From an optimization exercise on the open Yosys and OpenROAD flow, aimed at small area, a short achievable clock period and few clock cycles; shortcuts taken in it are not production practice. At most, simulation tests tie the RTL to the original design; equivalence was not proved. No activity file was given, so power comes from the tool's default toggle rates.

==> ember <==
==> flow/design.v (excerpt) <==
module nandio_core (
    input  wire        clk,
    input  wire        rst,
    input  wire        rx_valid,
    input  wire [7:0]  rx_data,
    output wire        rx_ready,
    output wire        tx_valid,
    output wire [7:0]  tx_data,
    output wire        tx_last,
    input  wire        tx_ready,
    output wire        op_valid,
    output wire [3:0]  op_code,
    output wire [31:0] op_arg,
    input  wire        op_ready,
    input  wire [7:0]  op_rdata,
    input  wire [7:0]  dev_id,
    input  wire [31:0] baud,
    input  wire [31:0] free_mem
);
export LEC_CHECK = 0
export CAP_MARGIN = 20
export CORE_MARGIN = 2
export CORE_UTILIZATION = 40
export SLEW_MARGIN = 20
create_clock -name core_clock -period 10.0 [get_ports {clk}]
standard.sh (not shown) runs the stock make flow with config.mk's settings and CLKGATE_MAP_FILE= SYNTH_SCRIPT=/design/flow/synth_recipe.tcl, a recipe that flattens the netlist after the stock synthesis.
==> flow/flow/run.sh <==
#!/bin/bash
set -euo pipefail
bash standard.sh SETUP_SLACK_MARGIN=6.8 \
  "BUFFER_PORTS_ARGS=-buffer_cell sky130_fd_sc_hd__buf_2" \
  finish > standard_flow.log 2>&1
==> inputs of willow, as changes to ember <==
--- a/flow/design.v
+++ b/flow/design.v
@@ -122,27 +122,20 @@
     reg [3:0]  op_c;
     reg [11:0] op_a;
     reg [19:0] op_ah;
     reg        op_rd;
     reg        op_sl;
-    reg [4:0]  op_slg;       
     reg        ev_sh;        
     reg        ev_ld;
     reg        ev_dec;
     assign rx_ready = rx_rdy;
     assign tx_valid = out_v;
     assign tx_data  = out_d;
     assign tx_last  = out_l;
     assign op_valid = opv_q;
     assign op_code  = op_c;
-    genvar ak;
-    generate
-        for (ak = 0; ak < 5; ak = ak + 1) begin : g_arg
-            assign op_arg[12+4*ak+3:12+4*ak] = cfg_delay[12+4*ak+3:12+4*ak] & {4{op_slg[ak]}};
-        end
-    endgenerate
-    assign op_arg[11:0] = op_a;
+    assign op_arg   = {op_sl ? cfg_delay[31:12] : 20'd0, op_a};
     wire rx_fire = rx_valid & rx_rdy;
     wire take    = out_v & tx_ready;
     wire tfree   = ~out_v | tx_ready;
     wire op_fire = opv_q & op_ready;
     wire ofree   = ~op_v | op_fire;
@@ -183,20 +176,10 @@
     wire go_rx_hdr  = rx_end && (rpay ? (rx_ok && rcfg) : (cfg_wait && !(rx_ok && id_cfg)));
     wire go_tx      = rx_end && !go_rx_cfg && !go_rx_page && !go_rx_hdr;
     wire cmd_end    = busy && !tx_run && !op_run && !op_v;
     wire stream  = (ptype == T_READID) || (ptype == T_PAGE);
     wire rd_done = !op_run && !(op_v && op_rd);
-    reg [7:0] size_b;
-    always @(*) begin
-        case (tidx[1:0])
-            2'd2:    size_b = cfg_size[7:0];
-            2'd3:    size_b = cfg_size[15:8];
-            2'd0:    size_b = cfg_size[23:16];
-            default: size_b = cfg_size[31:24];
-        endcase
-        size_b = size_b & {8{cfg_snz}};
-    end
     reg [7:0] hdr_b;
     always @(*) begin
         case (tidx)
             4'd0: hdr_b = 8'hDE;
             4'd1: hdr_b = 8'hC0;
@@ -214,15 +197,17 @@
                       default:   hdr_b = 8'h00;
                   endcase
             4'd6: case (ptype)
                       T_PING:    hdr_b = 8'h0B;
                       T_READID:  hdr_b = 8'h05;
-                      T_PAGE:    hdr_b = size_b;
+                      T_PAGE:    hdr_b = cfg_size[7:0];
                       default:   hdr_b = 8'h01;
                   endcase
-            4'd7, 4'd8, 4'd9: hdr_b = (ptype == T_PAGE) ? size_b : 8'h00;
-            default: hdr_b = 8'h00;         
+            4'd7: hdr_b = (ptype == T_PAGE) ? cfg_size[15:8]  : 8'h00;
+            4'd8: hdr_b = (ptype == T_PAGE) ? cfg_size[23:16] : 8'h00;
+            4'd9: hdr_b = (ptype == T_PAGE) ? cfg_size[31:24] : 8'h00;
+            default: hdr_b = crc_tx_lo;
         endcase
     end
     reg [7:0] ping_b;
     always @(*) begin
         case (tidx)
@@ -248,15 +233,15 @@
     wire ld_skid = ld_pay && stream && skid_v;
     wire ld_rd   = ld_pay && stream && !skid_v && rd_fire;
     wire ld_str_trl = ld_pay && stream && !skid_v && !rd_fire && rd_done;
     wire ld_one  = ld_pay && !stream;
     wire tx_ld   = ld_hdr || ld_skid || ld_rd || ld_one || ld_str_trl || ld_trl;
-    wire [7:0] pay_b = !stream ? ((ptype == T_PING) ? ping_b : one_b) :
-                       (skid_v ? skid_d : op_rdata);
-    wire [7:0] dat_b = (tph == P_HDR) ? hdr_b : pay_b;
-    wire       crc_sel = (tph == P_TRL) || ((tph == P_HDR) && tidx[3] && tidx[1]) ||
-                         ((tph == P_PAY) && stream && !skid_v && !rd_fire);
+    wire [7:0] tx_byte = (tph == P_HDR) ? hdr_b :
+                         (tph != P_PAY) ? crc_tx_lo :
+                         !stream ? ((ptype == T_PING) ? ping_b : one_b) :
+                         skid_v ? skid_d :
+                         rd_fire ? op_rdata : crc_tx_lo;
     reg [3:0]  n_c;
     reg [7:0]  n_a;
     reg        n_sl;
     always @(*) begin
         n_c  = OP_READ;
@@ -382,10 +367,12 @@
             rpay     <= 1'b0;
             rcfg     <= 1'b0;
             rxq_v    <= 1'b0;
             bad      <= 1'b0;
             cfg_wait <= 1'b0;
+            cfg_size <= 32'd0;
+            cfg_delay <= 32'd0;
             cfg_pull <= 1'b0;
             cfg_snz  <= 1'b0;
             cfg_dnz  <= 1'b0;
             busy     <= 1'b0;
             tx_run   <= 1'b0;
@@ -490,12 +477,12 @@
             skid_v <= skid_v_n;
             if (tfree)
                 out_v <= 1'b0;
             out_new <= tx_ld;
             if (tx_ld) begin
-                out_d <= crc_sel ? crc_tx_lo : dat_b;
-                eng_r <= dat_b;
+                out_d <= tx_byte;
+                eng_r <= tx_byte;
             end
             if (ld_hdr) begin
                 out_v <= 1'b1;
                 out_l <= 1'b0;
                 k_c16 <= (tidx < 4'd10);
@@ -559,12 +546,10 @@
             opv_q <= op_v_n && !(op_rd_n && skid_v_n);
             if (ofree && op_run) begin
                 op_c  <= n_c;
                 op_a  <= {n_ah, n_a};
                 op_sl <= n_sl;
-                op_slg <= {5{n_sl}} & {|cfg_delay[31:28], |cfg_delay[27:24], |cfg_delay[23:20],
-                                       |cfg_delay[19:16], |cfg_delay[15:12]};
                 ostep <= ostep + 4'd1;
                 if (!oseq) begin
                     if (ostep == 4'd14)
                         op_run <= 1'b0;
                 end else begin
==> flow/flow/run.sh (replaced) <==
#!/bin/bash
set -euo pipefail
bash standard.sh SETUP_SLACK_MARGIN=6.5 \
  "BUFFER_PORTS_ARGS=-buffer_cell sky130_fd_sc_hd__buf_2" \
  finish > standard_flow.log 2>&1
==> comparison table <==
Outcome: ember finished clean; willow finished clean
Final standard cell count with taps included and fillers excluded: ember 2165; willow 2359
Worst EP arrival: ember 1320 ps; willow 3810 ps
Critical path capture point: ember op_arg[24]; willow eng_r[3]
Number of synthesized register bits: ember 268; willow 264
Distinct cell type count of the synthesized netlist: ember 84; willow 81
Routed via count: ember 12400; willow 13500
Buffers inserted during post-CTS setup optimization: ember 8; willow 2
Area used by sequential logic in the layout: ember 0.00749 mm2; willow 0.00673 mm2
Clock network latency to the later pin of the worst-skew pair: ember 580 ps; willow 590 ps
Library cell with the highest instance count after synthesis: ember sky130_fd_sc_hd__edfxtp_1; willow sky130_fd_sc_hd__nand2_1
Worst setup skew after layout: ember 15.8 ps; willow 9.34 ps
Data-path buffer share of cell area in the final layout: ember 6.15%; willow 5.26%
Metal-1 WL: ember 19.9 mm; willow 20.8 mm
Via/cell ratio: ember 5.72; willow 5.72
Testbench counts of ember, summed over its fixed seeds: cycles 95,848.
Testbench counts of willow, summed over its fixed seeds: cycles 95,848.

==> quartz <==
Another version of the RTL of nandio_core (not shown whole).
==> flow/design.v (excerpt) <==
module nandio_core (
    input  wire        clk,
    input  wire        rst,
    input  wire        rx_valid,
    input  wire [7:0]  rx_data,
    output wire        rx_ready,
    output wire        tx_valid,
    output wire [7:0]  tx_data,
    output wire        tx_last,
    input  wire        tx_ready,
    output wire        op_valid,
    output wire [3:0]  op_code,
    output wire [31:0] op_arg,
    input  wire        op_ready,
    input  wire [7:0]  op_rdata,
    input  wire [7:0]  dev_id,
    input  wire [31:0] baud,
    input  wire [31:0] free_mem
);
    localparam [15:0] CRC16_SEED = 16'hA281;
    localparam [3:0] OP_ENABLE  = 4'd1;
    localparam [3:0] OP_DISABLE = 4'd2;
    localparam [3:0] OP_CMD     = 4'd3;
    localparam [3:0] OP_ALE     = 4'd4;
    localparam [3:0] OP_WRITE   = 4'd5;
    localparam [3:0] OP_DIR_IN  = 4'd6;
    localparam [3:0] OP_READ    = 4'd7;
    localparam [3:0] OP_WAIT    = 4'd8;
    localparam [3:0] OP_SLEEP   = 4'd9;
    localparam [2:0] T_PING    = 3'd0;
    localparam [2:0] T_BOOT    = 3'd1;
    localparam [2:0] T_RESTART = 3'd2;
    localparam [2:0] T_READID  = 3'd3;
    localparam [2:0] T_PAGE    = 3'd4;
  ...
Settings: LEC_CHECK=0, CAP_MARGIN=20, CORE_MARGIN=2, CORE_UTILIZATION=40, SLEW_MARGIN=20; clock period 10.0 ns.
==> flow/flow/run.sh <==
#!/bin/bash
set -euo pipefail
bash standard.sh SETUP_SLACK_MARGIN=6.5 \
  "BUFFER_PORTS_ARGS=-buffer_cell sky130_fd_sc_hd__buf_2" \
  finish > standard_flow.log 2>&1
==> nickel (differences from quartz) <==
--- a/flow/design.v
+++ b/flow/design.v
@@ -60,51 +60,45 @@
     localparam [3:0] OP_WAIT    = 4'd8;
     localparam [3:0] OP_SLEEP   = 4'd9;
     localparam [2:0] T_PING    = 3'd0;
     localparam [2:0] T_BOOT    = 3'd1;
     localparam [2:0] T_RESTART = 3'd2;
     localparam [2:0] T_READID  = 3'd3;
     localparam [2:0] T_PAGE    = 3'd4;
-    localparam [2:0] T_ERR1    = 3'd5;     
-    localparam [2:0] T_ERR2    = 3'd6;
-    localparam [2:0] T_ERR3    = 3'd7;
+    localparam [2:0] T_ERR     = 3'd5;
     localparam [1:0] P_HDR = 2'd0;
     localparam [1:0] P_PAY = 2'd1;
     localparam [1:0] P_TRL = 2'd2;
     reg        rx_rdy;
     reg [3:0]  rcnt;         
     reg        rpay;         
     reg        rcfg;         
     reg        rxq_v;        
     reg [7:0]  rxq_d;
     reg        q_c16;        
     reg        q_c32;        
     reg        q_pull;       
-    reg        q_sz;         
-    reg        q_dz;         
     reg        q_cmp;        
     reg        q_last;       
     reg        q_mbad;       
     reg        bad;
     reg [1:0]  clo;          
     reg [1:0]  chi;          
     reg        cfg_wait;
     reg [31:0] cfg_size;
     reg [31:0] cfg_delay;
     reg        cfg_pull;
-    reg        cfg_snz;      
-    reg        cfg_dnz;      
-    reg        snz_p;        
-    reg        dnz_p;
     reg [64:0] p;
     reg [2:0]  an;
     reg [31:0] crc;
     reg        busy;
     reg        tx_run;
     reg [2:0]  ptype;
+    reg [1:0]  ecode;
+    reg        chain;
     reg [1:0]  tph;
     reg [3:0]  tidx;
     reg        out_v;
     reg [7:0]  out_d;
     reg        out_l;
     reg        k_c16;        
     reg        k_c32;
@@ -153,15 +147,14 @@
             2'd0: magic_b = 8'hDE;
             2'd1: magic_b = 8'hC0;
             2'd2: magic_b = 8'hAD;
             default: magic_b = 8'hDE;
         endcase
     end
     wire crc_b_ok = (rxq_d == crc[7:0]);
-    wire rxq_nz   = (rxq_d != 8'd0);
     wire rx_ok    = !bad && crc_b_ok;              
     wire rx_end   = rxq_v && q_last;
     wire id_ping  = (clo == 2'd0) && (chi == 2'd0);
     wire id_boot  = (clo == 2'd1) && (chi == 2'd0);
     wire id_rst   = (clo == 2'd2) && (chi == 2'd0);
     wire id_rdid  = (clo == 2'd0) && (chi == 2'd1);
     wire id_cfg   = (clo == 2'd1) && (chi == 2'd1);
@@ -179,20 +172,20 @@
             4'd0: hdr_b = 8'hDE;
             4'd1: hdr_b = 8'hC0;
             4'd2: hdr_b = 8'hAD;
             4'd3: hdr_b = 8'hDE;
             4'd4: case (ptype)
                       T_BOOT:    hdr_b = 8'h01;
                       T_RESTART, T_PAGE: hdr_b = 8'h02;
-                      T_ERR1, T_ERR2, T_ERR3: hdr_b = 8'hFF;
+                      T_ERR:     hdr_b = 8'hFF;
                       default:   hdr_b = 8'h00;
                   endcase
             4'd5: case (ptype)
                       T_READID, T_PAGE: hdr_b = 8'h01;
-                      T_ERR1, T_ERR2, T_ERR3: hdr_b = 8'hFF;
+                      T_ERR:     hdr_b = 8'hFF;
                       default:   hdr_b = 8'h00;
                   endcase
             4'd6: case (ptype)
                       T_PING:    hdr_b = 8'h0B;
                       T_READID:  hdr_b = 8'h05;
                       T_PAGE:    hdr_b = cfg_size[7:0];
                       default:   hdr_b = 8'h01;
@@ -215,17 +208,15 @@
             4'd6:  ping_b = baud[31:24];
             4'd7:  ping_b = free_mem[7:0];
             4'd8:  ping_b = free_mem[15:8];
             4'd9:  ping_b = free_mem[23:16];
             default: ping_b = free_mem[31:24];
         endcase
     end
-    wire       chain = (ptype == T_BOOT) || (ptype == T_RESTART);
-    wire [7:0] one_b = {6'd0, (ptype == T_ERR2) ? 2'd2 : (ptype == T_ERR1) ? 2'd1 :
-                              (ptype == T_ERR3) ? 2'd3 : 2'd0};
+    wire [7:0] one_b = (ptype == T_ERR) ? {6'd0, ecode} : 8'h00;
     wire ld_hdr  = tfree && tx_run && (tph == P_HDR);
     wire ld_pay  = tfree && tx_run && (tph == P_PAY);
     wire ld_trl  = tfree && tx_run && (tph == P_TRL);
     wire ld_skid = ld_pay && stream && skid_v;
     wire ld_rd   = ld_pay && stream && !skid_v && rd_fire;
     wire ld_str_trl = ld_pay && stream && !skid_v && !rd_fire && rd_done;
     wire ld_one  = ld_pay && !stream;
@@ -254,36 +245,29 @@
             case (ostep)
                 4'd0:  n_c = OP_ENABLE;
                 4'd1:  n_c = OP_CMD;
                 4'd2:  begin n_c = OP_ALE; n_a = 8'h01; end
                 4'd3:  begin n_c = OP_WRITE; n_a = p[23:16]; end
                 4'd4:  n_c = OP_ALE;
                 4'd5:  begin
-                    if (cfg_dnz) begin
+                    if (cfg_delay != 32'd0) begin
                         n_c = OP_SLEEP; n_a = cfg_delay[7:0]; n_sl = 1'b1;
                     end else begin
                         n_c = OP_CMD; n_a = 8'h30;
                     end
                 end
                 4'd6:  begin n_c = OP_DIR_IN; n_a = {7'd0, cfg_pull}; end
                 4'd7:  begin n_c = OP_WAIT; n_a = 8'hB8; end
                 4'd8:  n_c = OP_READ;
                 default: n_c = OP_DISABLE;
             endcase
         end
     end
     wire [3:0] n_ah = n_sl ? cfg_delay[11:8] : ((n_c == OP_WAIT) ? 4'hB : 4'h0);
     wire       n_rd = (n_c == OP_READ);
-    reg [31:0] dz;
-    integer di;
-    always @(*) begin
-        dz[0] = 1'b1;
-        for (di = 1; di < 32; di = di + 1)
-            dz[di] = dz[di-1] & ~p[di-1];
-    end
     wire op_v_n   = ofree ? op_run : op_v;
     wire op_rd_n  = ofree ? (op_run && n_rd) : op_rd;
     wire skid_v_n = rd_fire ? !ld_rd : (ld_skid ? 1'b0 : skid_v);
     wire start_hdr = go_rx_hdr || cmd_end;
     wire a_i16 = start_hdr || go_tx || (take && k_i16);
     wire a_i32 = go_rx_cfg || go_rx_page || (take && k_i32);
     wire a_c16 = (rxq_v && q_c16) || (take && k_c16);
@@ -308,24 +292,25 @@
         input cfg;
         begin
             rx_rdy <= 1'b1;
             rcnt   <= 4'd0;
             rpay   <= pay;
             rcfg   <= cfg;
             bad    <= 1'b0;
-            snz_p  <= 1'b0;
-            dnz_p  <= 1'b0;
         end
     endtask
     task start_tx;
         input [2:0] t;
+        input [1:0] e;
         begin
             busy   <= 1'b1;
             tx_run <= 1'b1;
             ptype  <= t;
+            ecode  <= e;
+            chain  <= (t == T_BOOT) || (t == T_RESTART);
             tph    <= P_HDR;
             tidx   <= 4'd0;
         end
     endtask
     always @(posedge clk) begin
         if (rst) begin
             rx_rdy   <= 1'b1;
@@ -334,16 +319,14 @@
             rcfg     <= 1'b0;
             rxq_v    <= 1'b0;
             bad      <= 1'b0;
             cfg_wait <= 1'b0;
             cfg_size <= 32'd0;
             cfg_delay <= 32'd0;
             cfg_pull <= 1'b0;
-            cfg_snz  <= 1'b0;
-            cfg_dnz  <= 1'b0;
             busy     <= 1'b0;
             tx_run   <= 1'b0;
             out_v    <= 1'b0;
             skid_v   <= 1'b0;
             op_run   <= 1'b0;
             op_v     <= 1'b0;
             opv_q    <= 1'b0;
@@ -351,82 +334,74 @@
             rxq_v <= rx_fire;
             if (rx_fire) begin
                 rxq_d  <= rx_data;
                 rcnt   <= rcnt + 4'd1;
                 q_c16  <= !rpay && (rcnt < 4'd10);
                 q_c32  <= rpay && (rcnt < sum_len);
                 q_pull <= rcfg && (rcnt == 4'd8);
-                q_sz   <= rcfg && (rcnt < 4'd4);
-                q_dz   <= rcfg && (rcnt[3:2] == 2'd1);
                 q_cmp  <= (rcnt >= sum_len);
                 q_last <= (rcnt == last_idx);
                 q_mbad <= !rpay && (rcnt < 4'd4) && (rx_data != magic_b);
                 if (rcnt == last_idx)
                     rx_rdy <= 1'b0;
                 if (!rpay && rcnt == 4'd4)
                     clo <= (rx_data == 8'h00) ? 2'd0 : (rx_data == 8'h01) ? 2'd1 :
                            (rx_data == 8'h02) ? 2'd2 : 2'd3;
                 if (!rpay && rcnt == 4'd5)
                     chi <= (rx_data == 8'h00) ? 2'd0 : (rx_data == 8'h01) ? 2'd1 : 2'd2;
             end
             if (rxq_v) begin
                 if (q_mbad || (q_cmp && !crc_b_ok))
                     bad <= 1'b1;
-                if (q_sz && rxq_nz)
-                    snz_p <= 1'b1;
-                if (q_dz && rxq_nz)
-                    dnz_p <= 1'b1;
                 if (q_c32) begin
                     if (q_pull)
-                        p[64] <= rxq_nz;
+                        p[64] <= (rxq_d != 8'd0);
                     else
                         p[63:0] <= {rxq_d, p[63:8]};
                 end
             end
             if (rx_end) begin
                 if (!rpay) begin
                     if (cfg_wait) begin
                         if (rx_ok && id_cfg)
                             start_rx(1'b1, 1'b1);
                         else
                             start_rx(1'b0, 1'b0);
                     end else if (!rx_ok) begin
-                        start_tx(T_ERR3);
+                        start_tx(T_ERR, 2'd3);
                     end else if (id_ping) begin
-                        start_tx(T_PING);
+                        start_tx(T_PING, 2'd0);
                     end else if (id_boot) begin
-                        start_tx(T_BOOT);
+                        start_tx(T_BOOT, 2'd2);
                     end else if (id_rst) begin
-                        start_tx(T_RESTART);
+                        start_tx(T_RESTART, 2'd2);
                     end else if (id_rdid) begin
-                        start_tx(T_READID);
+                        start_tx(T_READID, 2'd0);
                         op_run <= 1'b1;
                         oseq   <= 1'b0;
                         ostep  <= 4'd0;
                     end else if (id_page) begin
                         start_rx(1'b1, 1'b0);
                     end else begin
-                        start_tx(T_ERR1);
+                        start_tx(T_ERR, 2'd1);
                     end
                 end else begin
                     if (!rx_ok) begin
                         cfg_wait <= 1'b0;
-                        start_tx(T_ERR3);
+                        start_tx(T_ERR, 2'd3);
                     end else if (rcfg) begin
                         cfg_size  <= p[31:0];
                         cfg_delay <= p[63:32];
                         cfg_pull  <= p[64];
-                        cfg_snz   <= snz_p;
-                        cfg_dnz   <= dnz_p;
                         cfg_wait  <= 1'b0;
                         start_rx(1'b0, 1'b0);
                     end else begin
-                        start_tx(T_PAGE);
+                        start_tx(T_PAGE, 2'd0);
                         an     <= (p[63:56] > 8'd5) ? 3'd5 : p[58:56];
-                        op_run <= cfg_snz;
+                        op_run <= (cfg_size != 32'd0);
                         oseq   <= 1'b1;
                         ostep  <= 4'd0;
                     end
                 end
             end
             if (cmd_end) begin
                 busy <= 1'b0;
@@ -481,15 +456,16 @@
                 k_sh  <= (tidx != 4'd3);
                 k_i32 <= 1'b0;
                 k_i16 <= (tidx == 4'd3) && chain;
                 tidx  <= tidx + 4'd1;
                 tph   <= P_TRL;
                 if (tidx == 4'd3) begin
                     if (chain) begin
-                        ptype <= T_ERR2;
+                        ptype <= T_ERR;
+                        chain <= 1'b0;
                         tph   <= P_HDR;
                         tidx  <= 4'd0;
                     end else begin
                         tx_run <= 1'b0;
                     end
                 end
             end
==> flow/run.sh (new file) <==
#!/bin/bash
# synth_recipe.tcl (not shown) runs the flow's synth.tcl, then flattens the netlist and writes it again
# the make line also repeats each setting of config.mk as NAME=value (left out here)
make -C /OpenROAD-flow-scripts/flow DESIGN_CONFIG=/design/flow/config.mk WORK_HOME=/design/flow/orfs CLKGATE_MAP_FILE= SYNTH_SCRIPT=/design/flow/synth_recipe.tcl finish
removed: flow/flow/run.sh
removed: flow/standard.sh
==> results.txt <==
- In quartz the combinational power is lower than in nickel, by about 4%.
- Of quartz and nickel, quartz has the higher synthesized cell count (gap 0.33%, measured against nickel).
- In power, quartz and nickel hardly differ.
- Between nickel and quartz, the lower utilization is in quartz (gap 1.3 points).
No functional check of the RTL was part of any run of this note.

==> port drivers added, routing unchanged <==
The flow's constraints put no driver on any port. The routed layouts listed below were extracted and timed again, unchanged, in two steps. Step 1 sets driving cells, clkbuf_16 on the clock port and buf_2 on the other inputs (assumed; they add their load-dependent delay and slew). Step 2, shift: input delay + t, output delay - t, t = (earliest + latest rising clock arrival at the registers) / 2. This alone moves slack from input paths to output paths. Slacks: ideal / step 1 / step 2; pairs: ideal / step 1.
run | t, ns | setup slack, ns | worst data-port slew with drivers (ns)
ember | 0.629 | 6.677 / 6.622 / 6.155 | 0.07
willow | 0.639 | 6.535 / 6.511 / 5.927 | 0.08
quartz | 0.635 | 6.566 / 6.511 / 5.945 | 0.11
nickel | 0.616 | 5.405 / 5.398 / 4.782 | 0.06
After both steps setup and hold are still met in every run listed. The setup slack of nickel, which loses most, moves by -0.007 ns with the drivers and by -0.623 ns with both steps.
